From an optimization exercise on the open Yosys and OpenROAD flow, aimed at a short achievable clock period and few clock cycles; shortcuts taken in it are not production practice. In this exercise RTL edits were held to simulation tests only and were not proved equivalent to the original. Power and IR drop assume default switching activity.

**flow/design.v**
```verilog
module pq_dec (
    input  wire        clk,
    input  wire        rst,
    input  wire        cmd_valid,
    output wire        cmd_ready,
    input  wire [63:0] cmd_word,
    input  wire [63:0] cmd_arg0,
    input  wire [31:0] cmd_inlen,
    input  wire [31:0] cmd_cap,
    input  wire        in_valid,
    output wire        in_ready,
    input  wire [7:0]  in_data,
    output wire        out_valid,
    input  wire        out_ready,
    output wire [63:0] out_data,
    output wire        done,
    output reg  [2:0]  done_status,
    output reg  [31:0] done_pos,
    output reg  [31:0] done_count
);
    localparam [7:0] OPC_VARINT = 8'h01;
    localparam [7:0] OPC_BITUNP = 8'h02;
    localparam [7:0] OPC_RLE    = 8'h03;
    localparam [7:0] OPC_HYBRID = 8'h04;
    localparam [2:0] ST_OK        = 3'd0;
    localparam [2:0] ST_TRUNCATED = 3'd1;
    localparam [2:0] ST_MALFORMED = 3'd2;
    localparam [2:0] ST_INVALID   = 3'd3;
    localparam [2:0] ST_BAD_ARG   = 3'd4;
    localparam [2:0] ST_CAPACITY  = 3'd5;
    localparam [3:0] PS_IDLE  = 4'd0;
    localparam [3:0] PS_SETUP = 4'd1;
    localparam [3:0] PS_BPM   = 4'd2;    
    localparam [3:0] PS_BPC   = 4'd3;    
    localparam [3:0] PS_PFX   = 4'd4;    
    localparam [3:0] PS_HDR   = 4'd5;    
    localparam [3:0] PS_RUN   = 4'd6;    
    localparam [3:0] PS_RUN2  = 4'd7;    
    localparam [3:0] PS_RBODY = 4'd8;    
    localparam [3:0] PS_BBODY = 4'd9;    
    localparam [3:0] PS_END   = 4'd10;   
    localparam [3:0] PS_FAULT = 4'd11;   
    localparam [3:0] PS_DONE  = 4'd12;
    localparam [3:0] PS_BPA   = 4'd13;   
    localparam integer BBW = 128;        
    reg [3:0]  ps;
    reg [15:0] st;                       
    reg        cmd_rdy;
    reg        done_r;
    assign cmd_ready = cmd_rdy;
    assign done      = done_r;
    wire cmd_fire = cmd_valid & cmd_rdy;
    reg  rst_r;
    always @(posedge clk)
        rst_r <= rst;
    wire rst_a = rst | rst_r;
    reg [63:0] cw;
    reg [63:0] ca;
    reg [31:0] cl;
    reg [31:0] cc;
    always @(posedge clk) begin
        if (cmd_rdy) begin
            cw <= cmd_word;
            ca <= cmd_arg0;
            cl <= cmd_inlen;
            cc <= cmd_cap;
        end
    end
    wire [7:0] opc  = cw[7:0];
    wire [7:0] bw8  = cw[15:8];
    wire       lenx = cw[16];
    wire [6:0] bw   = bw8[6:0];
    reg        o_var, o_bp, o_rle, o_hyb;
    reg  [2:0] nb;                           
    wire [5:0] in_bw_round = cmd_word[13:8] + 6'd7;
    always @(posedge clk) begin
        if (cmd_rdy) begin
            o_var <= (cmd_word[7:0] == OPC_VARINT);
            o_bp  <= (cmd_word[7:0] == OPC_BITUNP);
            o_rle <= (cmd_word[7:0] == OPC_RLE);
            o_hyb <= (cmd_word[7:0] == OPC_HYBRID);
            nb    <= in_bw_round[5:3];
        end
    end
    reg [7:0] fm0, fm1, fm2, fm3;
    reg [2:0] fcnt;
    reg       in_rdy;
    assign in_ready = in_rdy;
    wire      fire = in_valid & in_rdy;
    wire      f_ne = (fcnt != 3'd0);
    wire [7:0] f_hd = fm0;
    reg        pop;                       
    wire [2:0] fcnt_pop = fcnt - {2'd0, pop};
    wire [2:0] fcnt_nx  = fcnt_pop + {2'd0, fire};
    always @(posedge clk) begin
        if (rst_r || cmd_fire) begin
            fcnt <= 3'd0;
        end else begin
            fcnt <= pop ? (fire ? fcnt : fcnt - 3'd1) : (fire ? fcnt + 3'd1 : fcnt);
            fm0 <= pop ? ((fire && fcnt == 3'd1) ? in_data : fm1) : ((fire && fcnt == 3'd0) ? in_data : fm0);
            fm1 <= pop ? ((fire && fcnt == 3'd2) ? in_data : fm2) : ((fire && fcnt == 3'd1) ? in_data : fm1);
            fm2 <= pop ? ((fire && fcnt == 3'd3) ? in_data : fm3) : ((fire && fcnt == 3'd2) ? in_data : fm2);
            fm3 <= pop ? ((fire && fcnt == 3'd4) ? in_data : fm3) : ((fire && fcnt == 3'd3) ? in_data : fm3);
        end
    end
    reg [31:0] tb_left;      
    reg [31:0] tv_left;      
    reg        tk_var;
    reg        tk_pfx;       
    reg [23:0] psh;          
    reg        bload;        
    reg [31:0] bload_val;
    wire tb_nz  = |tb_left;
    wire tb_gt1 = |tb_left[31:1];
    wire tv_nz  = |tv_left;
    wire tv_gt1 = |tv_left[31:1];
    wire pfx_last = tk_pfx & fire & ~tb_gt1;
    wire in_term  = fire & ~in_data[7];
    reg  bud_ok;
    always @(*) begin
        if (bload)
            bud_ok = (bw != 7'd0) & ~gc_z;
        else if (pfx_last)
            bud_ok = ~in_data[7] & ((|in_data) | (|psh));
        else
            bud_ok = fire ? tb_gt1 : tb_nz;
    end
    wire var_ok  = ~tk_var | (in_term ? tv_gt1 : tv_nz);
    wire [2:0] fcnt_in = fcnt + {2'd0, fire};
    wire fifo_ok = (fcnt_in != 3'd4);
    wire ps_take = ~(st[PS_IDLE] | st[PS_END] | st[PS_FAULT] | st[PS_DONE]);
    wire [7:0] icmd_opc = cmd_word[7:0];
    wire [5:0] inb_round = cmd_word[13:8] + 6'd7;
    always @(posedge clk) begin
        if (rst_a) begin
            in_rdy <= 1'b0;
            tk_var <= 1'b0;
            tk_pfx <= 1'b0;
        end else if (cmd_rdy) begin
            tk_var  <= 1'b0;
            tk_pfx  <= 1'b0;
            tv_left <= cmd_arg0[31:0];
            in_rdy  <= 1'b0;
            tb_left <= 32'd0;
            case (icmd_opc)
            OPC_HYBRID: begin
                if (!cmd_word[16]) begin
                    tb_left <= 32'd4;
                    tk_pfx  <= 1'b1;
                    in_rdy  <= cmd_valid;
                end else begin
                    tb_left <= cmd_arg0[31:0];
                    in_rdy  <= cmd_valid & (|cmd_arg0[31:0]);
                end
            end
            OPC_VARINT: begin
                tb_left <= cmd_inlen;
                tk_var  <= 1'b1;
                in_rdy  <= cmd_valid & (|cmd_inlen) & (|cmd_arg0[31:0]);
            end
            OPC_RLE: begin
                tb_left <= {29'd0, inb_round[5:3]};
                in_rdy  <= cmd_valid & (|cmd_word[13:8]);
            end
            default: ;
            endcase
        end else begin
            if (fire)
                psh <= {in_data, psh[23:8]};
            if (bload)
                tb_left <= bload_val;
            else if (pfx_last)
                tb_left <= in_data[7] ? 32'd0 : {in_data, psh};
            else if (fire)
                tb_left <= tb_left - 32'd1;
            if (pfx_last)
                tk_pfx <= 1'b0;
            if (in_term)
                tv_left <= tv_left - 32'd1;
            in_rdy <= bud_ok & var_ok & fifo_ok & ps_take;
        end
    end
    reg        qv0, qv1, qb0, qb1, ql0, ql1;
    reg        qh0, qh1;                 
    reg [31:0] qc0, qc1;
    reg [63:0] qd0, qd1;
    reg        qwp, qrp;
    wire        h_v    = qrp ? qv1 : qv0;
    wire        h_bp   = qrp ? qb1 : qb0;
    wire        h_last = qrp ? ql1 : ql0;
    wire        h_hold = qrp ? qh1 : qh0;
    wire [31:0] h_cnt  = qrp ? qc1 : qc0;
    wire [63:0] h_val  = qrp ? qd1 : qd0;
    reg [BBW-1:0] bb;
    reg [7:0]     bcnt;
    reg [63:0]    bmask;
    reg        ov, sv;
    reg [63:0] od, sd;
    assign out_valid = ov;
    assign out_data  = od;
    reg  [8:0] bdef;                      
    wire have   = ~bdef[8];
    reg        df_v;
    reg [2:0]  df_code;
    reg [31:0] df_pos;
    reg        inv_pend, inv_slot;
    wire emit   = h_v & ~h_hold & ~df_v & ~sv & (~h_bp | have);
    wire fin    = emit & h_last;
    wire can_push = qwp ? ~qv1 : ~qv0;
    wire bspace = (bcnt <= BBW - 8);
    reg        push;
    reg        push_bp;
    reg [31:0] push_cnt;
    reg [63:0] push_val;
    reg        app;                       
    reg        push_last;
    reg        push_hold;
    wire       push_ok = push & ~df_v;
    wire [63:0] e_data = h_bp ? (bb[63:0] & bmask) : h_val;
    always @(posedge clk) begin
        if (rst_r) begin
            qv0 <= 1'b0;
            qv1 <= 1'b0;
            qwp <= 1'b0;
            qrp <= 1'b0;
            qh0 <= 1'b0;
            qh1 <= 1'b0;
        end else begin
            qh0 <= push_ok & ~qwp & push_hold;
            qh1 <= push_ok &  qwp & push_hold;
            if (df_v && inv_pend) begin
                qwp <= inv_slot;
                if (inv_slot) qv1 <= 1'b0;
                else          qv0 <= 1'b0;
            end
            if (push_ok) begin
                qwp <= ~qwp;
                if (qwp) begin
                    qv1 <= 1'b1; qb1 <= push_bp; qc1 <= push_cnt; ql1 <= push_last; qd1 <= push_val;
                end else begin
                    qv0 <= 1'b1; qb0 <= push_bp; qc0 <= push_cnt; ql0 <= push_last; qd0 <= push_val;
                end
            end
            if (emit) begin
                if (fin)
                    qrp <= ~qrp;
                if (qrp) begin
                    qc1 <= qc1 - 32'd1; ql1 <= (qc1 == 32'd2);
                    if (fin) qv1 <= 1'b0;
                end else begin
                    qc0 <= qc0 - 32'd1; ql0 <= (qc0 == 32'd2);
                    if (fin) qv0 <= 1'b0;
                end
            end
        end
    end
    wire          consume = emit & h_bp;
    reg  [6:0]     bws_n;
    always @(posedge clk)
        if (cmd_rdy)
            bws_n <= ~cmd_word[14:8];
    wire [6:0]     bws    = ~bws_n;
    wire [BBW-1:0] bb_sh  = consume ? (bb >> bws) : bb;
    wire [7:0]     bc_sh  = consume ? bdef[7:0] : bcnt;
    wire [8:0]     bd_sh  = consume ? (bdef - {2'b00, bw}) : bdef;
    always @(posedge clk) begin
        if (rst_r) begin
            bb   <= {BBW{1'b0}};
            bcnt <= 8'd0;
            bdef <= 9'd0;
        end else if (st[PS_SETUP]) begin
            bb   <= {BBW{1'b0}};
            bcnt <= 8'd0;
            bdef <= 9'd0 - {2'b00, bw};
        end else if (app) begin
            bb   <= consume ? ((bb >> bws) | ({{(BBW-8){1'b0}}, f_hd} << bdef[7:0]))
                            : (bb | ({{(BBW-8){1'b0}}, f_hd} << bcnt));
            bcnt <= bc_sh + 8'd8;
            bdef <= bd_sh + 9'd8;
        end else begin
            bb   <= bb_sh;
            bcnt <= bc_sh;
            bdef <= bd_sh;
        end
    end
    wire o_take = ov & out_ready;
    always @(posedge clk) begin
        if (rst_a) begin
            ov <= 1'b0;
            sv <= 1'b0;
        end else if (!ov || o_take) begin
            if (sv) begin
                od <= sd;
                ov <= 1'b1;
                sv <= 1'b0;
            end else if (emit) begin
                od <= e_data;
                ov <= 1'b1;
            end else begin
                ov <= 1'b0;
            end
        end else if (emit) begin
            sd <= e_data;
            sv <= 1'b1;
        end
    end
    wire drained = ~qv0 & ~qv1 & ~sv & (~ov | out_ready);
    reg [31:0] p;            
    reg [31:0] prem;         
    reg [31:0] clm4;         
    reg [63:0] acc;
    reg [3:0]  k;
    reg [63:0] hdr;
    reg [31:0] vleft;        
    reg [31:0] room;         
    reg        upd_pend;     
    reg [31:0] upd_val;
    reg [31:0] ntot;         
    reg [31:0] rcnt;         
    reg [2:0]  nbl;          
    reg [31:0] gcnt;         
    reg [31:0] bleft;        
    reg [2:0]  fcode;
    reg [31:0] fpos;
    integer mi;
    reg  prem_nz, prem_is1;           
    reg  vl_is1, bl_is1;              
    reg  rc_z, rc_1, gc_z;            
    reg  [31:0] prem_nx;
    reg         prem_ld;
    wire        prem_is2 = (prem == 32'd2);
    wire [31:0] p_inc = p + 32'd1;
    reg        arg_fault;
    reg [2:0]  arg_code;
    always @(*) begin
        arg_fault = 1'b1;
        arg_code  = ST_OK;
        if (opc < OPC_VARINT || opc > OPC_HYBRID)
            arg_code = ST_INVALID;
        else if (cw[63:17] != 47'd0)
            arg_code = ST_BAD_ARG;
        else if (lenx && opc != OPC_HYBRID)
            arg_code = ST_BAD_ARG;
        else if (o_bp && bw8 > 8'd64)
            arg_code = ST_BAD_ARG;
        else if ((o_rle || o_hyb) && bw8 > 8'd32)
            arg_code = ST_BAD_ARG;
        else if (o_var && bw8 != 8'd0)
            arg_code = ST_BAD_ARG;
        else if (o_rle && ca[0])
            arg_code = ST_BAD_ARG;
        else
            arg_fault = 1'b0;
    end
    reg        su_fail;
    reg [2:0]  su_code;
    always @(*) begin
        su_fail = 1'b1;
        su_code = arg_code;
        if (!arg_fault) begin
            su_code = ST_CAPACITY;
            case (opc)
            OPC_VARINT: su_fail = (ca > {32'd0, cc});
            OPC_BITUNP: su_fail = (|ca[63:30]) || ({ca[29:1], 3'b000} > cc);
            OPC_RLE: begin
                if ((|ca[63:33]) || (ca[32:1] > cc))
                    su_fail = 1'b1;
                else begin
                    su_code = ST_TRUNCATED;
                    su_fail = ({29'd0, nb} > cl);
                end
            end
            default: begin
                su_code = ST_TRUNCATED;
                su_fail = lenx ? (ca > {32'd0, cl}) : (cl < 32'd4);
            end
            endcase
        end
    end
    wire [3:0]  k_next  = k + 4'd1;
    wire        var_bad = (k == 4'd9) && (f_hd >= 8'h02);
    wire [63:0] var_add = {57'd0, f_hd[6:0]} << (7 * k);
    wire [63:0] var_v   = acc | var_add;
    wire [31:0] body_v  = acc[31:0] | ({24'd0, f_hd} << {k[1:0], 3'b000});
    wire        h_rle   = ~hdr[0];
    wire [62:0] h_half  = hdr[63:1];
    wire        need_r  = (|h_half[62:32]) || (h_half[31:0] > room);
    wire [31:0] h_g8    = {h_half[28:0], 3'b000};
    wire        need_b  = (|h_half[62:29]) || (h_g8 > room);
    reg  [28:0] ngr;                     
    wire [28:0] m_ng = ngr;
    wire [35:0] pp0 = bw[0] ? {7'd0, m_ng}       : 36'd0;
    wire [35:0] pp1 = bw[1] ? {6'd0, m_ng, 1'd0} : 36'd0;
    wire [35:0] pp2 = bw[2] ? {5'd0, m_ng, 2'd0} : 36'd0;
    wire [35:0] pp3 = bw[3] ? {4'd0, m_ng, 3'd0} : 36'd0;
    wire [35:0] pp4 = bw[4] ? {3'd0, m_ng, 4'd0} : 36'd0;
    wire [35:0] pp5 = bw[5] ? {2'd0, m_ng, 5'd0} : 36'd0;
    wire [35:0] pp6 = bw[6] ? {1'd0, m_ng, 6'd0} : 36'd0;
    wire [35:0] s1 = pp0 ^ pp1 ^ pp2;
    wire [35:0] c1 = {((pp0 & pp1) | (pp0 & pp2) | (pp1 & pp2)), 1'b0};
    wire [35:0] s2 = pp3 ^ pp4 ^ pp5;
    wire [35:0] c2 = {((pp3 & pp4) | (pp3 & pp5) | (pp4 & pp5)), 1'b0};
    wire [35:0] s3 = s1 ^ c1 ^ s2;
    wire [35:0] c3 = {((s1 & c1) | (s1 & s2) | (c1 & s2)), 1'b0};
    wire [35:0] s4 = s3 ^ c3 ^ c2;
    wire [35:0] c4 = {((s3 & c3) | (s3 & c2) | (c3 & c2)), 1'b0};
    wire [35:0] s5 = s4 ^ c4 ^ pp6;
    wire [35:0] c5 = {((s4 & c4) | (s4 & pp6) | (c4 & pp6)), 1'b0};
    reg  [35:0] ms, mc, prod_r;
    wire [35:0] prod = ms + mc;
    wire [31:0] m_lim = prem;            
    wire [38:0] gx_a  = {3'b000, ms};
    wire [38:0] gx_b  = {3'b000, mc};
    wire [38:0] gx_c  = {7'b0111111, ~m_lim};
    wire [38:0] gx_s  = gx_a ^ gx_b ^ gx_c;
    wire [38:0] gx_k  = {((gx_a[37:0] & gx_b[37:0]) | (gx_a[37:0] & gx_c[37:0]) | (gx_b[37:0] & gx_c[37:0])), 1'b0};
    wire [38:0] gx_t  = gx_s + gx_k;
    wire        prod_gt = gx_t[38];
    wire [31:0] pfx_L   = {f_hd, acc[23:0]};
    reg  rchk;
    wire r_trunc = ({29'd0, nb} > prem);
    wire rfail   = need_r | r_trunc;
    reg  [28:0] gl;
    reg  [6:0]  gbl;
    reg         gl_is1, gb_is1;
    reg         bp_chk, nb_r, bp_pushed, bp_slot;
    reg  [31:0] bpos;
    wire [31:0] prem_lv = st[PS_SETUP] ? ((o_hyb && lenx) ? ca[31:0] : cl) : pfx_L;
    always @(*) begin
        prem_ld = st[PS_SETUP] | (st[PS_PFX] & f_ne & (k == 4'd3));
        prem_nx = prem_ld ? prem_lv : (pop ? prem - 32'd1 : prem);
    end
    always @(*) begin
        pop       = 1'b0;
        app       = 1'b0;
        push      = 1'b0;
        push_bp   = 1'b0;
        push_cnt  = rcnt;
        push_last = rc_1;
        push_hold = 1'b0;
        push_val  = {32'd0, body_v};
        bload     = 1'b0;
        bload_val = prod_r[31:0];
        case (1'b1)
        st[PS_BPC]: begin
            bload     = 1'b1;            
            push      = ~gc_z & can_push;
            push_bp   = 1'b1;
            push_cnt  = gcnt;
            push_last = 1'b0;
            push_hold = 1'b1;
        end
        st[PS_PFX]: pop = f_ne;
        st[PS_HDR]: begin
            if (prem_nz && f_ne && (!o_var || can_push)) begin
                pop = 1'b1;
                if (o_var && !var_bad && !f_hd[7]) begin
                    push     = 1'b1;
                    push_cnt = 32'd1;
                    push_last = 1'b1;
                    push_val = var_v;
                end
            end
        end
        st[PS_RUN2]: begin
            push      = ~gc_z & can_push;
            push_bp   = 1'b1;
            push_cnt  = gcnt;
            push_last = 1'b0;
            push_hold = 1'b1;
        end
        st[PS_RBODY]: begin
            if (nbl != 3'd0) begin
                if (f_ne && (nbl != 3'd1 || can_push || rc_z)) begin
                    pop  = 1'b1;
                    push = (nbl == 3'd1) && !rc_z;
                end
            end else begin
                push     = !rc_z & can_push;
                push_val = 64'd0;
            end
        end
        st[PS_BBODY]: begin
            pop = f_ne & bspace;
            app = f_ne & bspace;
        end
        default: ;
        endcase
    end
    task goto(input [3:0] nx);
        begin
            ps <= nx;
            st <= 16'd1 << nx;
        end
    endtask
    task go_fault(input [2:0] code, input [31:0] pos);
        begin
            fcode <= code;
            fpos  <= pos;
            goto(PS_FAULT);
        end
    endtask
    task run_end(input last);
        begin
            if (!o_hyb || last)
                goto(PS_END);
            else
                goto(PS_HDR);
        end
    endtask
    always @(posedge clk) begin
        if (rst_r) begin
            goto(PS_IDLE);
            st          <= 16'd1 << PS_IDLE;
            cmd_rdy     <= 1'b1;
            done_r      <= 1'b0;
            done_status <= ST_OK;
            done_pos    <= 32'd0;
            done_count  <= 32'd0;
            df_v        <= 1'b0;
            upd_pend    <= 1'b0;
            bp_chk      <= 1'b0;
            rchk        <= 1'b0;
        end else begin
            done_r <= 1'b0;
            df_v   <= 1'b0;
            upd_pend <= 1'b0;
            if (upd_pend) begin
                room <= room - upd_val;
                ntot <= ntot + upd_val;
            end
            if (bp_chk) begin
                bp_chk   <= 1'b0;
                df_v     <= nb_r | prod_gt;
                df_code  <= nb_r ? ST_CAPACITY : ST_TRUNCATED;
                df_pos   <= bpos;
                inv_pend <= bp_pushed;
                inv_slot <= bp_slot;
            end
            if (pop)
                p <= p_inc;
            prem     <= prem_nx;
            if (prem_ld) begin
                prem_nz  <= |prem_lv;
                prem_is1 <= (prem_lv == 32'd1);
            end else if (pop) begin
                prem_nz  <= ~prem_is1;
                prem_is1 <= prem_is2;
            end
            case (1'b1)
            st[PS_IDLE]: begin
                if (cmd_fire) begin
                    cmd_rdy <= 1'b0;
                    goto(PS_SETUP);
                end
            end
            st[PS_SETUP]: begin
                p     <= 32'd0;
                rchk  <= 1'b0;
                clm4  <= cl - 32'd4;
                acc   <= 64'd0;
                k     <= 4'd0;
                room  <= cc;
                ntot  <= 32'd0;
                for (mi = 0; mi < 64; mi = mi + 1)
                    bmask[mi] <= (bw > mi);
                df_v     <= su_fail;
                df_code  <= su_code;
                df_pos   <= 32'd0;
                inv_pend <= 1'b0;
                ngr      <= ca[29:1];
                case (opc)
                OPC_VARINT: begin
                    vleft  <= ca[31:0];
                    vl_is1 <= (ca[31:0] == 32'd1);
                    ntot   <= ca[31:0];
                    if (ca == 64'd0)
                        goto(PS_END);
                    else
                        goto(PS_HDR);
                end
                OPC_BITUNP: begin
                    gcnt <= {ca[29:1], 3'b000};
                    gc_z <= (ca[29:1] == 29'd0);
                    ntot <= {ca[29:1], 3'b000};
                    goto(PS_BPM);
                end
                OPC_RLE: begin
                    rcnt <= ca[32:1];
                    rc_z <= (ca[32:1] == 32'd0);
                    rc_1 <= (ca[32:1] == 32'd1);
                    ntot <= ca[32:1];
                    nbl  <= nb;
                    goto(PS_RBODY);
                end
                OPC_HYBRID: begin
                    if (!lenx)
                        goto(PS_PFX);
                    else if (ca == 64'd0)
                        goto(PS_END);
                    else
                        goto(PS_HDR);
                end
                default: goto(PS_END);
                endcase
            end
            st[PS_BPM]: begin
                ms     <= s5;
                mc     <= c5;
                gl     <= ca[29:1];
                gl_is1 <= (ca[29:1] == 29'd1);
                gbl    <= bw;
                gb_is1 <= (bw == 7'd1);
                goto(PS_BPA);
            end
            st[PS_BPA]: begin
                prod_r <= prod;
                goto(PS_BPC);
            end
            st[PS_BPC]: begin
                if (gc_z || can_push) begin
                    df_v     <= prod_gt;
                    df_code  <= ST_TRUNCATED;
                    df_pos   <= 32'd0;
                    inv_pend <= push;
                    inv_slot <= qwp;
                    if (gc_z || bw == 7'd0)
                        goto(PS_END);
                    else
                        goto(PS_BBODY);
                end
            end
            st[PS_PFX]: begin
                if (f_ne) begin
                    acc[8*k[1:0] +: 8] <= f_hd;
                    k <= k_next;
                    if (k == 4'd3) begin
                        acc <= 64'd0;
                        k   <= 4'd0;
                        if (f_hd[7])
                            go_fault(ST_MALFORMED, 32'd4);
                        else if (pfx_L > clm4)
                            go_fault(ST_TRUNCATED, 32'd4);
                        else begin
                            if (pfx_L == 32'd0)
                                goto(PS_END);
                            else
                                goto(PS_HDR);
                        end
                    end
                end
            end
            st[PS_HDR]: begin
                if (!prem_nz) begin
                    go_fault(ST_TRUNCATED, p);
                end else if (pop) begin
                    k <= k_next;
                    if (var_bad) begin
                        go_fault(ST_MALFORMED, p_inc);
                    end else if (f_hd[7]) begin
                        acc <= var_v;
                    end else begin
                        acc <= 64'd0;
                        k   <= 4'd0;
                        if (o_var) begin
                            vleft  <= vleft - 32'd1;
                            vl_is1 <= (vleft == 32'd2);
                            if (vl_is1)
                                goto(PS_END);
                        end else begin
                            hdr  <= var_v;
                            rcnt <= var_v[32:1];
                            rc_z <= (var_v[32:1] == 32'd0);
                            rc_1 <= (var_v[32:1] == 32'd1);
                            gcnt <= {var_v[29:1], 3'b000};
                            ngr  <= var_v[29:1];
                            gc_z <= (var_v[29:1] == 29'd0);
                            nbl  <= nb;
                            if (var_v[0]) begin
                                goto(PS_RUN2);
                            end else begin
                                rchk <= 1'b1;
                                goto(PS_RBODY);
                            end
                        end
                    end
                end
            end
            st[PS_RUN2]: begin
                if (gc_z || can_push) begin
                    upd_pend  <= 1'b1;
                    upd_val   <= h_g8;
                    ms        <= s5;
                    mc        <= c5;
                    nb_r      <= need_b;
                    bpos      <= p;
                    bp_chk    <= 1'b1;
                    bp_pushed <= push;
                    bp_slot   <= qwp;
                    gl        <= h_half[28:0];
                    gl_is1    <= (h_half[28:0] == 29'd1);
                    gbl       <= bw;
                    gb_is1    <= (bw == 7'd1);
                    if (gc_z || bw == 7'd0)
                        run_end(!prem_nz);
                    else
                        goto(PS_BBODY);
                end
            end
            st[PS_RBODY]: begin
                if (rchk) begin
                    rchk     <= 1'b0;
                    upd_pend <= 1'b1;
                    upd_val  <= h_half[31:0];
                    df_v     <= rfail;
                    df_code  <= need_r ? ST_CAPACITY : ST_TRUNCATED;
                    df_pos   <= p;
                    inv_pend <= push;
                    inv_slot <= qwp;
                end
                if (nbl != 3'd0) begin
                    if (pop) begin
                        acc[31:0] <= body_v;
                        k   <= k_next;
                        nbl <= nbl - 3'd1;
                        if (nbl == 3'd1) begin
                            acc <= 64'd0;
                            k   <= 4'd0;
                            run_end(prem_is1);
                        end
                    end
                end else if (rc_z || can_push) begin
                    run_end(!prem_nz);
                end
            end
            st[PS_BBODY]: begin
                if (pop) begin
                    if (gb_is1) begin
                        gbl    <= bw;
                        gb_is1 <= (bw == 7'd1);
                        gl     <= gl - 29'd1;
                        gl_is1 <= (gl == 29'd2);
                        if (gl_is1)
                            run_end(prem_is1);
                    end else begin
                        gbl    <= gbl - 7'd1;
                        gb_is1 <= (gbl == 7'd2);
                    end
                end
            end
            st[PS_END]: begin
                if (drained && !df_v && !upd_pend) begin
                    done_r      <= 1'b1;
                    done_status <= ST_OK;
                    done_pos    <= p;
                    done_count  <= ntot;
                    goto(PS_DONE);
                end
            end
            st[PS_FAULT]: begin
                if (drained && !df_v) begin
                    done_r      <= 1'b1;
                    done_status <= fcode;
                    done_pos    <= fpos;
                    done_count  <= 32'd0;
                    goto(PS_DONE);
                end
            end
            st[PS_DONE]: begin
                cmd_rdy <= 1'b1;
                goto(PS_IDLE);
            end
            default: begin
                cmd_rdy <= 1'b1;
                goto(PS_IDLE);
            end
            endcase
            if (df_v) begin
                fcode <= df_code;
                fpos  <= df_pos;
                goto(PS_FAULT);
            end
        end
        if (rst) begin
            cmd_rdy <= 1'b0;
            done_r  <= 1'b0;
        end
    end
endmodule
```
**flow/flow/run.sh**
```bash
#!/bin/bash
# Standard layout (the standard.sh, standard synthesis unchanged), with:
#  - the resizer's timing repair aimed below the SDC period: SETUP_SLACK_MARGIN
#    asks repair_timing for that much extra setup slack (the SDC is unchanged);
#    through CTS it works on every violating endpoint, after global routing
#    only on the worst ones, to bound the run time;
#  - port buffers made with a plain buffer cell rather than the one
#    buffer_ports picks by default (a delay buffer on sky130hd).
set -euo pipefail
cd "$(dirname "$0")/.."
PB="BUFFER_PORTS_ARGS=-buffer_cell sky130_fd_sc_hd__buf_4"
bash standard.sh SETUP_SLACK_MARGIN=7.9 TNS_END_PERCENT=100 "$PB" cts > layout_cts.log 2>&1
bash standard.sh SETUP_SLACK_MARGIN=7.9 TNS_END_PERCENT=5 "$PB" finish > layout.log 2>&1
```
**flow/standard.sh**
```bash
#!/bin/bash
# synth_recipe.tcl (not shown) runs the flow's synth.tcl, then flattens the netlist and writes it again
# the make line also repeats each setting of config.mk as NAME=value (left out here)
make -C /OpenROAD-flow-scripts/flow DESIGN_CONFIG=/design/flow/config.mk WORK_HOME=/design/flow/orfs CLKGATE_MAP_FILE= SYNTH_SCRIPT=/design/flow/synth_recipe.tcl "${@:-finish}"
```
**flow/config.mk**
```make
export PLATFORM = sky130hd
export DESIGN_NAME = pq_dec
export DESIGN_NICKNAME = pq_dec
export VERILOG_FILES = /design/flow/design.v
export SDC_FILE = /design/flow/constraint.sdc
export NUM_CORES = 4
export LEC_CHECK = 0
export ABC_CLOCK_PERIOD_IN_PS = 3500
export CAP_MARGIN = 20
export CORE_MARGIN = 2
export CORE_UTILIZATION = 40
export PLACE_DENSITY = 0.6
export SLEW_MARGIN = 20
```
**flow/constraint.sdc**
```tcl
create_clock -name core_clock -period 12.0 [get_ports {clk}]
set_input_delay 2.4000 -clock core_clock [delete_from_list [all_inputs] [get_ports {clk}]]
set_output_delay 2.4000 -clock core_clock [all_outputs]
set_load 0.01 [all_outputs]
```
==> results of run 1 <==
## worst paths after layout
path | slack, ps | endpoint | start | cells past startpoint
setup / recovery | 7740 | bb[65]$_SDFFE_PP0P_ | bws_n[3]$_DFFE_PP_ | 9
hold / removal | 450 | done_count[29]$_SDFFE_PP0P_ | done_count[29]$_SDFFE_PP0P_ | 2
setup reg to reg | 7740 | bb[65]$_SDFFE_PP0P_ | bws_n[3]$_DFFE_PP_ | 9
hold reg to reg | 450 | done_count[29]$_SDFFE_PP0P_ | done_count[29]$_SDFFE_PP0P_ | 2
## through the flow
step / hold slack (ps) / instance area [um^2]
finish: 453 / 116000
global route: 477 / 116000
CTS: 455 / 116000
detailed placement: 448 / 109000
global placement: 440 / 109000
floorplan: 403 / 103000
## routing by layer
layer / vias up / GRT usage (%)
li1: 37600 / -
met1: 42400 / 40.9
met2: 4999 / 44.9
met3: 932 / 6.64
met4: 12 / 14.1
met5: - / 0
## timing repair
action                     in CTS  in global routing
setup endpoints to repair     488                342
pin swaps                       1                  1
setup buffers                   1                  1
gates cloned                    2                  0
resized for setup              32                  8
## sequential cells by signal (all words and copies together), names as in the netlist, 35 cells and up
name / count
ms: 35
cw: 64
hdr: 63
acc: 64
ca: 64
bmask: 64
sd: 64
qd1: 64
od: 64
bb: 128
qd0: 64
## cells by family after synthesis
logic type / count (synthesis) / share of synthesized area, %
mux: 725 / 8.84
buf+inv: 1164 / 4.37
simple gates: 3327 / 15.3
flops: 1657 / 46.0
xor+xnor: 314 / 2.68
fa+ha+maj: 578 / 8.27
compound gates: 2349 / 14.5
## Yosys cell counts, types with 121 or more instances
cell      instances
xnor2_1         208
inv_1           548
dfxtp_1         246
nand2_1         978
mux2i_1         434
a21oi_1         644
mux2_2          161
edfxtp_1       1411
mux4_2          129
nor2_1          893
fa_1            168
nor3_1          310
ha_1            410
o21ai_0         588
a21o_1          147
nand3_1         248
nor4_1          139
and2_1          229
clkbuf_1        466
o22ai_1         121
## final cells by class
cell class / instances / share of cell area, %
Timing Repair Buffer: 552 / 3.72
Clock buffer: 244 / 4.47
Clock inverter: 114 / 1.23
Tap cell: 3384 / 3.65
Antenna cell: 12 / 0.0259
Multi-Input combinational cell: 7294 / 44.3
Sequential cell: 1657 / 40.8
Inverter: 559 / 1.82
## power by group through the flow
| stage | clock network [mW] | logic (mW) | registers (mW) |
|---|---|---|---|
| final | 6.20 | 1.79 | 6.60 |
| after CTS | 6.27 | 1.75 | 6.59 |
| after detailed placement | 0 | 1.73 | 6.71 |
| after global placement | 0 | 1.70 | 6.71 |
| after floorplan | 0 | 1.09 | 6.66 |
| after global routing | 6.50 | 1.94 | 6.61 |
## worst reg2reg max path, cell delays in order (launching register included)
cell,delay (ps)
edfxtp_1,320
buf_4,630
clkinv_2,760
buf_4,550
nand2_1,180
nand2_1,140
o21ai_0,840
o21ai_0,330
or2_2,360
a21oi_1,120
==> qor.txt, run 1 <==
total die area: 261000 um^2
via count: 85.9k
fill count: 24.0k
Final ANT Viol Nets: 0
Max Slew Vio Count: 0
Worst-Skew Late Latency: 900 ps
final total power: 14.6 mW
Setup Crit Path Kind: reg -> reg
drt total wl: 402000 um
largest area contributor in the netlist: edfxtp_1
global-route wire length before repair: 579000 um
crit path cell chain: buf_4 -> clkinv_2 -> buf_4 -> nand2_1 -> nand2_1 -> o21ai_0 -> o21ai_0 -> or2_2 -> a21oi_1
leading post-synthesis cells by cell area: edfxtp_1 41%, ha_1 5.0%, dfxtp_1 4.8%
EDFF count, synth: 1411
switching share of total power: 27.1%
Switch Pwr: 3.95 mW
largest net degree at the start of global routing: 193
distinct cell type count after synthesis: 107
ys flop type: edfxtp_1
Internal Power: 10.6 mW
row count: 186
PortBufs: 339
DIE WIDTH: 511 um
Worst Skew: 70.3 ps
flop and latch count out of synthesis: 1657
DR top layer: met5
Flop pwr share: 45.2%
post-cts hold buffer count: 0
Comb pwr share: 12.3%
Critical Path Max Stage Delay: 830 ps
ys async rst share: 0%
vias in the first global route: 81.6k
DRT met1 WL: 164000 um
Pre-Repair DR Iteration Count: 6
CP Launch Type: flop
Root Buffer: clkbuf_16
Syn Inst Count: 10.1k
Initial Utilization: 40.1%
Avg Cell Area, Syn: 10.2 um^2
area of the core: 256000 um^2
Slowest cell on crit path: o21ai_0
Power Density: 126 nW/um^2
drt drc: 0
share of layout cells above drive strength 1: 12.5%
initial drt markers: 11.5k
initial antenna violation count: 35
Max-Cap Viols: 0
status: no timing/DRC/antenna violations
PnR worst setup slack: 7740 ps
post-synth top area share: 41.2%
Tmin final: 4260 ps
endpoint class of the critical path: flop
layout overhead on the synthesized area: 12.9%
Max H-tree Level: 4
commonest non-fill, non-tap cell in the layout: edfxtp_1
Cell Area, Synth: 103000 um^2
CP required: 12820 ps
Met2 Wirelength: 175000 um
Non-Filler Instances: 13.8k
Worst-path clk slew: 60 ps
RSZ-0062 raised after global routing: true
worst slew pin tran: 1340 ps
drt wl/cell: 29.1 um
CTS Sinks: 1657
Post-Place Cells: 13.4k
HP Class: reg -> reg
final worst-path cycle share: 35.5%
Achievable Freq: 235 MHz
GR Util All Layers: 29.9%
Multi-input gate area: 51400 um^2
Warnings, synthesis: 1
Crit path max-delay family: buffers and inverters
fin nets: 11.0k
Net Count, Synth: 10.9k
Vias/cell: 6.22
Max-slew headroom: 10.4%
fin util: 45.3%
DR WL met3: 41500 um
# IOs: 340
CTS Buf Count: 191
WP buf/inv: 3
crit path DAT: 5080 ps
Fin. Hold Viols: 0
critical path fanouts, max: 71
CTS tree: yes
FF+latch area: 47300 um^2
GRT overflow: 0
setup TNS: 0 ps
Lkg Pwr: 42.9 nW
post-synthesis sequential area ratio: 46.0%
clk buf depth: 3
commonest non-fill, non-tap cells in the layout: 1411 x edfxtp_1, 972 x nand2_1, 876 x nor2_1, 635 x a21oi_1, 584 x o21ai_0
Final setup viols: 0
Clk pwr share: 42.5%
Die H: 511 um
dpl ws: 6830 ps
dpl hpwl: 294000 um
routability cong.: 1.01
Worst VDD drop: 0.000166 V
Testbench counts, summed over its fixed seeds: cycles 525,929.
==> run 2: changes to the inputs <==
--- a/flow/design.v
+++ b/flow/design.v
@@ -312,2 +312,3 @@
     reg [3:0]  k;
+    reg [9:0]  kp;           
     reg [63:0] hdr;
@@ -380,6 +381,12 @@
     wire [3:0]  k_next  = k + 4'd1;
-    wire        var_bad = (k == 4'd9) && (f_hd >= 8'h02);
-    wire [63:0] var_add = {57'd0, f_hd[6:0]} << (7 * k);
+    wire        var_bad = kp[9] && (f_hd >= 8'h02);
+    wire [63:0] var_add = {f_hd[0] & kp[9],
+                           f_hd[6:0] & {7{kp[8]}}, f_hd[6:0] & {7{kp[7]}},
+                           f_hd[6:0] & {7{kp[6]}}, f_hd[6:0] & {7{kp[5]}},
+                           f_hd[6:0] & {7{kp[4]}}, f_hd[6:0] & {7{kp[3]}},
+                           f_hd[6:0] & {7{kp[2]}}, f_hd[6:0] & {7{kp[1]}},
+                           f_hd[6:0] & {7{kp[0]}}};
     wire [63:0] var_v   = acc | var_add;
-    wire [31:0] body_v  = acc[31:0] | ({24'd0, f_hd} << {k[1:0], 3'b000});
+    wire [31:0] body_v  = acc[31:0] | {f_hd & {8{kp[3]}}, f_hd & {8{kp[2]}},
+                                       f_hd & {8{kp[1]}}, f_hd & {8{kp[0]}}};
     wire        h_rle   = ~hdr[0];
@@ -429,3 +436,3 @@
     always @(*) begin
-        prem_ld = st[PS_SETUP] | (st[PS_PFX] & f_ne & (k == 4'd3));
+        prem_ld = st[PS_SETUP] | (st[PS_PFX] & f_ne & kp[3]);
         prem_nx = prem_ld ? prem_lv : (pop ? prem - 32'd1 : prem);
@@ -562,2 +569,3 @@
                 k     <= 4'd0;
+                kp     <= 10'd1;
                 room  <= cc;
@@ -634,7 +642,9 @@
                 if (f_ne) begin
-                    acc[8*k[1:0] +: 8] <= f_hd;
-                    k <= k_next;
-                    if (k == 4'd3) begin
+                    acc[31:0] <= body_v;
+                    k  <= k_next;
+                    kp <= {kp[8:0], 1'b0};
+                    if (kp[3]) begin
                         acc <= 64'd0;
                         k   <= 4'd0;
+                        kp   <= 10'd1;
                         if (f_hd[7])
@@ -657,2 +667,3 @@
                     k <= k_next;
+                    kp <= {kp[8:0], 1'b0};
                     if (var_bad) begin
@@ -664,2 +675,3 @@
                         k   <= 4'd0;
+                        kp   <= 10'd1;
                         if (o_var) begin
@@ -724,2 +736,3 @@
                         k   <= k_next;
+                        kp   <= {kp[8:0], 1'b0};
                         nbl <= nbl - 3'd1;
@@ -728,2 +741,3 @@
                             k   <= 4'd0;
+                            kp   <= 10'd1;
                             run_end(prem_is1);
--- a/flow/flow/run.sh
+++ b/flow/flow/run.sh
@@ -11,3 +11,3 @@
 PB="BUFFER_PORTS_ARGS=-buffer_cell sky130_fd_sc_hd__buf_4"
-bash standard.sh SETUP_SLACK_MARGIN=7.9 TNS_END_PERCENT=100 "$PB" cts > layout_cts.log 2>&1
-bash standard.sh SETUP_SLACK_MARGIN=7.9 TNS_END_PERCENT=5 "$PB" finish > layout.log 2>&1
+bash standard.sh SETUP_SLACK_MARGIN=8.1 TNS_END_PERCENT=100 "$PB" cts > layout_cts.log 2>&1
+bash standard.sh SETUP_SLACK_MARGIN=8.1 TNS_END_PERCENT=5 "$PB" finish > layout.log 2>&1
--- a/flow/config.mk
+++ b/flow/config.mk
@@ -8,3 +8,3 @@
 export ABC_CLOCK_PERIOD_IN_PS = 3500
-export CAP_MARGIN = 20
+export CAP_MARGIN = 35
 export CORE_MARGIN = 2
@@ -12,2 +12,2 @@
 export PLACE_DENSITY = 0.6
-export SLEW_MARGIN = 20
+export SLEW_MARGIN = 35
==> qor.txt, run 2 <==
Cell Area, Synth: 102000 um^2 (-0.98%)
Setup Crit Path Kind: reg -> out
Max Slew Vio Count: 0 (unchanged)
Post-Place Cells: 13.3k (-0.71%)
Die H: 508 um (-0.49%)
Flop pwr share: 46.3% (+1.1 points)
ys flop type: edfxtp_1
share of layout cells above drive strength 1: 13.5% (+0.93 points)
final total power: 14.1 mW (-3.0%)
largest net degree at the start of global routing: 148 (-23%)
post-synth top area share: 41.8% (+0.59 points)
largest area contributor in the netlist: edfxtp_1
Root Buffer: clkbuf_16
EDFF count, synth: 1417 (+0.43%)
CP Launch Type: flop
Vias/cell: 6.28 (+1.0%)
CTS Buf Count: 189 (-1.0%)
fin util: 45.9% (+0.54 points)
layout overhead on the synthesized area: 14.3%
Initial Utilization: 40.1% (about the same)
PortBufs: 339 (unchanged)
PnR worst setup slack: 7910 ps (+168 ps)
# IOs: 340 (unchanged)
via count: 86.5k (+0.68%)
Internal Power: 10.4 mW (-2.0%)
critical path fanouts, max: 1 (-99%)
vias in the first global route: 81.6k (-0.071%)
post-synthesis sequential area ratio: 46.7% (+0.63 points)
dpl ws: 7180 ps (+344 ps)
Comb pwr share: 10.3% (-2.0 points)
status: no timing/DRC/antenna violations
R2R setup slack: 7990 ps (+250 ps)
Achievable Freq: 244 MHz (+4.1%)
drt drc: 0 (unchanged)
Fin. Hold Viols: 0 (unchanged)
dpl hpwl: 320000 um (+8.9%)
distinct cell type count after synthesis: 97 (-9.3%)
Worst-path clk slew: 60 ps (about the same)
total die area: 258000 um^2 (-0.97%)
Crit path max-delay family: flip-flops
Final ANT Viol Nets: 0 (unchanged)
CTS Sinks: 1663 (+0.36%)
global-route wire length before repair: 611000 um (+5.5%)
Slowest cell on crit path: edfxtp_1
Tmin final: 4090 ps (-168 ps)
row count: 185 (-0.54%)
crit path cell chain: buf_6
Net Count, Synth: 10.8k (-1.0%)
top cells by count, synth: 1417 x edfxtp_1, 947 x nand2_1, 875 x nor2_1
Largest register FFs: 128 (unchanged)
WP buf/inv: 1 (-2)
initial antenna violation count: 39 (+11%)
Reg with most FFs: bb
flop and latch count out of synthesis: 1663 (+0.36%)
Clk pwr share: 43.4% (+0.9 points)
HP Class: reg -> reg
CTS tree: yes
Pre-Repair DR Iteration Count: 7 (+1)
Avg Cell Area, Syn: 10.2 um^2 (about the same)
DR top layer: met5
Syn Inst Count: 10.0k (-1.1%)
Worst Skew: 64.4 ps (-5.86 ps)
initial drt markers: 12.0k (+4.8%)
DIE WIDTH: 508 um (-0.49%)
endpoint class of the critical path: primary output
Warnings, synthesis: 1 (unchanged)
area of the core: 253000 um^2 (-0.99%)
drt total wl: 435000 um (+8.2%)
Max-slew headroom: 29.8% (+19 points)
Worst VDD drop: 0.000160 V (-3.9%)
Power Density: 122 nW/um^2 (-3.2%)
drt wl/cell: 31.6 um (+8.6%)
setup TNS: 0 ps (unchanged)
Lkg Pwr: 42.6 nW (-0.74%)
DR WL met3: 46600 um (+12%)
fin nets: 11.0k (-0.53%)
top-count cell post-synth: edfxtp_1
Area after DPL: 109000 um^2 (-0.30%)
routability cong.: 1.04 (+3.3%)
commonest non-fill, non-tap cells in the layout: 1417 x edfxtp_1, 939 x nand2_1, 852 x nor2_1, 671 x a21oi_1, 568 x o21ai_0
GRT overflow: 0 (unchanged)
final worst-path cycle share: 34.1% (-1.4 points)
Max H-tree Level: 4 (unchanged)
Max-Cap Viols: 0 (unchanged)
RSZ-0062 raised after global routing: true
commonest non-fill, non-tap cell in the layout: edfxtp_1
worst hold slack: 454 ps (+1.09 ps)
leading post-synthesis cells by cell area: edfxtp_1 42%, ha_1 5.0%, dfxtp_1 4.8%
switching share of total power: 26.3% (-0.74 points)
Met2 Wirelength: 182000 um (+4.1%)
Final setup viols: 0 (unchanged)
crit path DAT: 1690 ps (-3390 ps)
Switch Pwr: 3.73 mW (-5.7%)
ys async rst share: 0% (unchanged)
clk buf depth: 3 (unchanged)
Critical Path Max Stage Delay: 590 ps (-240 ps)
CP required: 9600 ps (-3220 ps)
Worst-Skew Late Latency: 900 ps (about the same)
GR Util All Layers: 32.8% (+2.9 points)
Non-Filler Instances: 13.8k (-0.35%)
post-route cell area: 116000 um^2 (+0.19%)
worst slew pin tran: 1050 ps (-291 ps)
DRT met1 WL: 177000 um (+7.6%)
## run 2: final cells by class
type                            instances  area, um^2
Fill cell                           23700      137000
Multi-Input combinational cell       7174       50700
Sequential cell                      1663       47500
Clock buffer                          244        5050
Timing Repair Buffer                  598        5030
Tap cell                             3366        4210
Inverter                              574        2160
Clock inverter                        110        1440
Antenna cell                           39        97.6
## run 2: what timing repair did
| item | 4_1_cts | 5_1_grt |
|---|---|---|
| gates resized for setup | 88 | 11 |
| endpoints found under the setup margin | 736 | 488 |
| buffers inserted | 20 | 2 |
| hold buffers | 0 | 0 |
| pin swaps | 12 | 2 |
| gates cloned | 5 | 0 |
## run 2: per-layer routing
metal / GRT usage, % / vias up
met4: 18.7 / 10
li1: - / 37300
met3: 8.08 / 1063
met1: 44.7 / 42700
met2: 47.3 / 5355
met5: 0.426 / -
## run 2: cell families (layout without fill, tap and decap cells)
group,Yosys count,after routing,synth area share (%)
mux,688,688,8.43
other cells,0,39,0
simple gates,3236,3238,15.0
buf+inv,1170,1526,4.35
flops,1663,1663,46.7
fa+ha+maj,574,574,8.30
compound gates,2364,2364,14.6
xor+xnor,310,310,2.67
## run 2: worst reg2reg max path, cell delays in order (launching register included)
cell	delay, ps
dfxtp_4	940
inv_2	530
buf_4	530
nor3_1	820
a31oi_1	200
nor2b_2	160
buf_4	430
## run 2: path summary, 6_finish.rpt
check                           cells after the start                     endpoint                   startpoint
worst max-delay path                                1                 out_data[17]             od[17]$_DFFE_PP_
worst min-delay path                                2  done_count[15]$_SDFFE_PP0P_  done_count[15]$_SDFFE_PP0P_
worst max register to register                      6           vleft[5]$_DFFE_PP_           st[1]$_SDFFE_PP0P_
worst min register to register                      2  done_count[15]$_SDFFE_PP0P_  done_count[15]$_SDFFE_PP0P_
## run 2: power by group through the flow
stage	registers (mW)	clock network, mW	logic, mW
6_report	6.54	6.14	1.46
5_1_grt	6.55	6.41	1.56
4_1_cts	6.54	6.20	1.42
3_5_place_dp	6.66	0	1.39
3_3_place_gp	6.66	0	1.37
2_1_floorplan	6.61	0	0.847
Testbench counts of run 2, summed over its fixed seeds: cycles 525,929.
==> run 3: changes to the inputs <==
--- a/flow/design.v
+++ b/flow/design.v
@@ -84,4 +84,5 @@
     end
-    reg [7:0] fm0, fm1, fm2, fm3;
-    reg [2:0] fcnt;
+    localparam integer FD = 32;          
+    reg [8*FD-1:0] fm;
+    reg [6:0] fcnt;
     reg       in_rdy;
@@ -89,16 +90,26 @@
     wire      fire = in_valid & in_rdy;
-    wire      f_ne = (fcnt != 3'd0);
-    wire [7:0] f_hd = fm0;
+    wire      f_ne = (fcnt != 7'd0);
+    wire      f_2  = (fcnt[6:1] != 6'd0);
+    wire [7:0] f_hd = fm[7:0];
+    wire [7:0] f_h1 = fm[15:8];
     reg        pop;                       
-    wire [2:0] fcnt_pop = fcnt - {2'd0, pop};
-    wire [2:0] fcnt_nx  = fcnt_pop + {2'd0, fire};
+    reg        pop2;                      
+    integer fi;
     always @(posedge clk) begin
         if (rst_r || cmd_fire) begin
-            fcnt <= 3'd0;
+            fcnt <= 7'd0;
         end else begin
-            fcnt <= pop ? (fire ? fcnt : fcnt - 3'd1) : (fire ? fcnt + 3'd1 : fcnt);
-            fm0 <= pop ? ((fire && fcnt == 3'd1) ? in_data : fm1) : ((fire && fcnt == 3'd0) ? in_data : fm0);
-            fm1 <= pop ? ((fire && fcnt == 3'd2) ? in_data : fm2) : ((fire && fcnt == 3'd1) ? in_data : fm1);
-            fm2 <= pop ? ((fire && fcnt == 3'd3) ? in_data : fm3) : ((fire && fcnt == 3'd2) ? in_data : fm2);
-            fm3 <= pop ? ((fire && fcnt == 3'd4) ? in_data : fm3) : ((fire && fcnt == 3'd3) ? in_data : fm3);
+            fcnt <= pop2 ? (fire ? fcnt - 7'd1 : fcnt - 7'd2)
+                  : pop  ? (fire ? fcnt : fcnt - 7'd1)
+                         : (fire ? fcnt + 7'd1 : fcnt);
+            for (fi = 0; fi < FD; fi = fi + 1) begin
+                if (pop2)
+                    fm[8*fi +: 8] <= (fire && fcnt == fi + 2) ? in_data
+                                   : (fi + 2 < FD) ? fm[8*((fi+2)%FD) +: 8] : fm[8*fi +: 8];
+                else if (pop)
+                    fm[8*fi +: 8] <= (fire && fcnt == fi + 1) ? in_data
+                                   : (fi + 1 < FD) ? fm[8*((fi+1)%FD) +: 8] : fm[8*fi +: 8];
+                else
+                    fm[8*fi +: 8] <= (fire && fcnt == fi) ? in_data : fm[8*fi +: 8];
+            end
         end
@@ -128,4 +139,4 @@
     wire var_ok  = ~tk_var | (in_term ? tv_gt1 : tv_nz);
-    wire [2:0] fcnt_in = fcnt + {2'd0, fire};
-    wire fifo_ok = (fcnt_in != 3'd4);
+    wire [6:0] fcnt_in = fcnt + {6'd0, fire};
+    wire fifo_ok = (fcnt_in != FD);
     wire ps_take = ~(st[PS_IDLE] | st[PS_END] | st[PS_FAULT] | st[PS_DONE]);
@@ -209,3 +220,4 @@
     wire can_push = qwp ? ~qv1 : ~qv0;
-    wire bspace = (bcnt <= BBW - 8);
+    wire bspace  = (bcnt <= BBW - 8);
+    wire bspace2 = (bcnt <= BBW - 16);
     reg        push;
@@ -215,2 +227,3 @@
     reg        app;                       
+    wire [BBW-1:0] app_w = {{(BBW-16){1'b0}}, pop2 ? f_h1 : 8'd0, f_hd};
     reg        push_last;
@@ -275,6 +288,6 @@
         end else if (app) begin
-            bb   <= consume ? ((bb >> bws) | ({{(BBW-8){1'b0}}, f_hd} << bdef[7:0]))
-                            : (bb | ({{(BBW-8){1'b0}}, f_hd} << bcnt));
-            bcnt <= bc_sh + 8'd8;
-            bdef <= bd_sh + 9'd8;
+            bb   <= consume ? ((bb >> bws) | (app_w << bdef[7:0]))
+                            : (bb | (app_w << bcnt));
+            bcnt <= bc_sh + (pop2 ? 8'd16 : 8'd8);
+            bdef <= bd_sh + (pop2 ? 9'd16 : 9'd8);
         end else begin
@@ -332,2 +345,3 @@
     wire        prem_is2 = (prem == 32'd2);
+    wire        prem_is3 = (prem == 32'd3);
     wire [31:0] p_inc = p + 32'd1;
@@ -431,3 +445,3 @@
     reg  [6:0]  gbl;
-    reg         gl_is1, gb_is1;
+    reg         gl_is1, gb_is1, gb_is2;
     reg         bp_chk, nb_r, bp_pushed, bp_slot;
@@ -437,3 +451,3 @@
         prem_ld = st[PS_SETUP] | (st[PS_PFX] & f_ne & kp[3]);
-        prem_nx = prem_ld ? prem_lv : (pop ? prem - 32'd1 : prem);
+        prem_nx = prem_ld ? prem_lv : (pop2 ? prem - 32'd2 : pop ? prem - 32'd1 : prem);
     end
@@ -442,2 +456,3 @@
         app       = 1'b0;
+        pop2      = 1'b0;
         push      = 1'b0;
@@ -490,4 +505,5 @@
         st[PS_BBODY]: begin
-            pop = f_ne & bspace;
-            app = f_ne & bspace;
+            pop2 = f_2 & bspace2 & ~gb_is1;
+            pop  = (f_ne & bspace) | pop2;
+            app  = pop;
         end
@@ -546,3 +562,5 @@
             end
-            if (pop)
+            if (pop2)
+                p <= p + 32'd2;
+            else if (pop)
                 p <= p_inc;
@@ -552,2 +570,5 @@
                 prem_is1 <= (prem_lv == 32'd1);
+            end else if (pop2) begin
+                prem_nz  <= ~prem_is2;
+                prem_is1 <= prem_is3;
             end else if (pop) begin
@@ -621,2 +642,3 @@
                 gb_is1 <= (bw == 7'd1);
+                    gb_is2 <= (bw == 7'd2);
                 goto(PS_BPA);
@@ -715,2 +737,3 @@
                     gb_is1    <= (bw == 7'd1);
+                    gb_is2    <= (bw == 7'd2);
                     if (gc_z || bw == 7'd0)
@@ -750,14 +773,18 @@
             st[PS_BBODY]: begin
-                if (pop) begin
-                    if (gb_is1) begin
-                        gbl    <= bw;
-                        gb_is1 <= (bw == 7'd1);
-                        gl     <= gl - 29'd1;
-                        gl_is1 <= (gl == 29'd2);
-                        if (gl_is1)
-                            run_end(prem_is1);
-                    end else begin
-                        gbl    <= gbl - 7'd1;
-                        gb_is1 <= (gbl == 7'd2);
-                    end
+                if (pop2 ? gb_is2 : (pop & gb_is1)) begin
+                    gbl    <= bw;
+                    gb_is1 <= (bw == 7'd1);
+                    gb_is2 <= (bw == 7'd2);
+                    gl     <= gl - 29'd1;
+                    gl_is1 <= (gl == 29'd2);
+                    if (gl_is1)
+                        run_end(pop2 ? prem_is2 : prem_is1);
+                end else if (pop2) begin
+                    gbl    <= gbl - 7'd2;
+                    gb_is1 <= (gbl == 7'd3);
+                    gb_is2 <= (gbl == 7'd4);
+                end else if (pop) begin
+                    gbl    <= gbl - 7'd1;
+                    gb_is1 <= gb_is2;
+                    gb_is2 <= (gbl == 7'd3);
                 end
--- a/flow/flow/run.sh
+++ b/flow/flow/run.sh
@@ -11,3 +11,3 @@
 PB="BUFFER_PORTS_ARGS=-buffer_cell sky130_fd_sc_hd__buf_4"
-bash standard.sh SETUP_SLACK_MARGIN=8.1 TNS_END_PERCENT=100 "$PB" cts > layout_cts.log 2>&1
-bash standard.sh SETUP_SLACK_MARGIN=8.1 TNS_END_PERCENT=5 "$PB" finish > layout.log 2>&1
+bash standard.sh SETUP_SLACK_MARGIN=8.0 TNS_END_PERCENT=100 "$PB" cts > layout_cts.log 2>&1
+bash standard.sh SETUP_SLACK_MARGIN=8.0 TNS_END_PERCENT=5 "$PB" finish > layout.log 2>&1
--- a/flow/config.mk
+++ b/flow/config.mk
@@ -8,3 +8,3 @@
 export ABC_CLOCK_PERIOD_IN_PS = 3500
-export CAP_MARGIN = 35
+export CAP_MARGIN = 20
 export CORE_MARGIN = 2
@@ -12,2 +12,2 @@
 export PLACE_DENSITY = 0.6
-export SLEW_MARGIN = 35
+export SLEW_MARGIN = 20
==> qor.txt, run 3 <==
Worst-Skew Late Latency: 960 ps (+60 ps)
global-route wire length before repair: 666000 um (+9.0%)
Crit path max-delay family: compound AO/OA/AOI/OAI gates
post-synth top area share: 42.1% (+0.27 points)
Vias/cell: 6.27 (-0.15%)
PnR worst setup slack: 7780 ps (-130 ps)
setup TNS: 0 ps (unchanged)
leading post-synthesis cells by cell area: edfxtp_1 42%, mux2i_1 6.0%, ha_1 4.5%
dpl ws: 6110 ps (-1060 ps)
total die area: 297000 um^2 (+15%)
RSZ-0062 raised after global routing: true
post-cts hold buffer count: 0 (unchanged)
Crit path depth: 10 (+9)
CTS Sinks: 1892 (+14%)
DIE WIDTH: 545 um (+7.2%)
Max-slew headroom: 16.8% (-13 points)
Max Slew Vio Count: 0 (unchanged)
drt wl/cell: 29.4 um (-6.9%)
routability cong.: 1.01 (-2.4%)
Worst Skew: 101 ps (+37.1 ps)
Lkg Pwr: 47.6 nW (+12%)
Fin. Hold Viols: 0 (unchanged)
Pre-Repair DR Iteration Count: 7 (unchanged)
initial drt markers: 14.1k (+17%)
Final setup viols: 0 (unchanged)
drt total wl: 464000 um (+6.6%)
vias in the first global route: 93.6k (+15%)
Warnings, synthesis: 1 (unchanged)
largest area contributor in the netlist: edfxtp_1
biggest regs: fm: 256 flops, bb: 128 flops
commonest non-fill, non-tap cell in the layout: edfxtp_1
Max H-tree Level: 4 (unchanged)
fin nets: 12.5k (+14%)
Crit path top cell by count: o21ai_0
Avg Cell Area, Syn: 10.1 um^2 (-0.52%)
Max-Cap Viols: 0 (unchanged)
worst hold slack: 453 ps (-1.48 ps)
fill count: 27.3k (+15%)
distinct cell type count after synthesis: 107 (+10%)
top cells by count, synth: 1642 x edfxtp_1, 1159 x nand2_1, 905 x o21ai_0
CTS Buf Count: 218 (+15%)
Worst VDD drop: 0.000128 V (-20%)
initial antenna violation count: 36 (-7.7%)
worst slew pin tran: 1250 ps (+193 ps)
Syn Inst Count: 11.6k (+16%)
EDFF count, synth: 1642 (+16%)
PortBufs: 339 (unchanged)
clk buf depth: 4 (+1)
commonest non-fill, non-tap cells in the layout: 1642 x edfxtp_1, 1136 x nand2_1, 886 x o21ai_0, 828 x nor2_1, 786 x a21oi_1
CP required: 12780 ps (+3180 ps)
area of the core: 291000 um^2 (+15%)
CP Launch Type: flop
Largest register FFs: 256 (+100%)
status: no timing/DRC/antenna violations
endpoint class of the critical path: flop
Power Density: 125 nW/um^2 (+3.0%)
post-synthesis sequential area ratio: 46.4% (-0.30 points)
share of layout cells above drive strength 1: 12.3% (-1.2 points)
GRT overflow: 0 (unchanged)
drt drc: 0 (unchanged)
dpl hpwl: 330000 um (+3.3%)
flop and latch count out of synthesis: 1892 (+14%)
layout overhead on the synthesized area: 13.3%
via count: 98.9k (+14%)
Worst-path clk slew: 60 ps (about the same)
Die H: 545 um (+7.2%)
GR Util All Layers: 30.3% (-2.4 points)
largest net degree at the start of global routing: 204 (+38%)
final worst-path cycle share: 35.2% (+1.1 points)
Final ANT Viol Nets: 0 (unchanged)
Setup Crit Path Kind: reg -> reg
Cell Area, Synth: 117000 um^2 (+15%)
critical path fanouts, max: 23 (+22)
# IOs: 340 (unchanged)
Achievable Freq: 237 MHz (-3.1%)
Tmin final: 4220 ps (+130 ps)
Critical Path Max Stage Delay: 700 ps (+110 ps)
Reg2Reg Depth: 10 (+4)
crit path cell chain: buf_4 -> mux2_2 -> o21ai_0 -> nor2_1 -> a21oi_1 -> a21oi_2 -> nand2_1 -> o21ai_0 -> a22oi_1 -> o22ai_1
CTS tree: yes
ys async rst share: 0% (unchanged)
crit path DAT: 5000 ps (+3310 ps)
HP Class: reg -> reg
WHS Path Cells: 2 (unchanged)
Root Buffer: clkbuf_16
Net Count, Synth: 12.4k (+15%)
Initial Utilization: 40.2% (+0.10 points)
WP buf/inv: 1 (unchanged)
Slowest cell on crit path: a22oi_1
top-count cell post-synth: edfxtp_1
Reg with most FFs: fm
row count: 198 (+7.0%)
ys flop type: edfxtp_1
run 3: cell count changes after synthesis, sizes merged, moves of 48 or more:
cell / before / now
a21oi: 689 / 800
nand3: 234 / 286
nand2: 948 / 1160
or3: 54 / 102
edfxtp: 1417 / 1642
mux2i: 418 / 706
clkbuf: 478 / 602
nor3: 314 / 189
o21ai: 617 / 916
o22a: 7 / 206
o22ai: 115 / 182
run 3: layer usage:
metal	vias up	track usage, %	share of wire (%)
li1	43200	-	-
met1	48800	42.9	42
met2	5761	44.3	42
met3	1077	6.90	11
met4	14	13.0	5.0
met5	-	0	0.020
run 3: what timing repair did:
item / 4_1_cts / 5_1_grt
gates resized for setup: 144 / 50
hold endpoints to repair: 0 / 0
setup endpoints to repair: 1142 / 696
buffers inserted: 27 / 7
gates cloned: 14 / 1
pin swaps: 12 / 7
run 3: stage by stage:
step / cells / util (%) / instance area [um^2] / power (mW)
final: 15800 / 45.6 / 133000 / 16.6
after floorplan: 11600 / - / 117000 / 9.02
after global placement: 15300 / 42.6 / 124000 / 9.74
after CTS: 15700 / 45.4 / 132000 / 16.6
after detailed placement: 15300 / 42.6 / 124000 / 9.78
after global routing: 15800 / 45.6 / 133000 / 17.1
run 3: path summary, 6_finish.rpt:
path | startpoint | to | slack, ps
max reg2reg | fm[3]$_DFFE_PP_ | bb[61]$_SDFFE_PP0P_ | 7780
min | done_count[12]$_SDFFE_PP0P_ | done_count[12]$_SDFFE_PP0P_ | 450
min reg2reg | done_count[12]$_SDFFE_PP0P_ | done_count[12]$_SDFFE_PP0P_ | 450
max | fm[3]$_DFFE_PP_ | bb[61]$_SDFFE_PP0P_ | 7780
run 3: worst register-to-register path: cells and delay by family, from the launching register on:
| kind | cells | cell delay (ps) |
|---|---|---|
| AO/OA/AOI/OAI | 6 | 2510 |
| flip-flops | 1 | 580 |
| buffers and inverters | 1 | 410 |
| multiplexers | 1 | 380 |
| AND/OR/NAND/NOR | 2 | 240 |
run 3: area by class of cell:
class,count,area [um^2],share of cell area (%)
sequential,1892,54400,41.0
inverter,573,2180,1.64
clock buffer,261,5710,4.30
antenna,9,22.5,0.0170
tap,3900,4880,3.68
timing repair inverter,1,5.00,0.00377
timing repair buffer,625,5190,3.91
multi-input combinational,8360,58800,44.3
clock inverter,144,1500,1.13
run 3: cell families after synthesis:
family / after synthesis / synth area share (%)
buffers and inverters: 1338 / 4.36
adders and majority gates: 587 / 7.36
AOI/OAI and AO/OA: 3075 / 16.4
and+or+nand+nor: 3428 / 13.8
DFF: 1892 / 46.4
xor gates and xnor gates: 314 / 2.35
muxes: 946 / 9.37
run 3: where the power goes:
part | switching (mW) | internal, mW | total (mW) | leakage, nW
Clock | 2.97 | 3.87 | 6.83 | 3.46
Combinational | 1.38 | 0.761 | 2.14 | 27.0
Sequential | 0.200 | 7.45 | 7.65 | 17.2
Total | 4.55 | 12.1 | 16.6 | 47.6
Testbench counts of run 3, summed over its fixed seeds: cycles 515,724.

separate check: timing with driven ports:
The results above use ideal ports. As a check the final layouts listed here were re-extracted and re-timed, cells and wires unchanged.
Step 1, drivers: a clkbuf_16 drives clk and a buf_2 each remaining input, both assumed.
Step 2, shift: input delay + t, output delay - t, t = (earliest + latest rising clock arrival at the registers) / 2. This alone moves slack from input paths to output paths.
Three values: no drivers, after step 1, after step 2; two values: the first two.
run	shift t [ns]	setup WS [ns]	hold WS [ns]	clock arrival spread, ns	worst slew at a driven data input, ns
run 1	0.960	7.741 / 7.741 / 7.015	0.453 / 0.453 / 0.453	0.071 / 0.072	0.19
run 2	0.966	7.909 / 7.810 / 7.420	0.454 / 0.454 / 0.454	0.071 / 0.070	0.15
run 3	1.018	7.780 / 7.780 / 6.926	0.453 / 0.453 / 0.453	0.106 / 0.105	0.16
After both steps setup and hold are still met in every run listed. The setup slack of run 3, which loses most, moves by 0.000 ns with the drivers and by -0.854 ns with both steps.
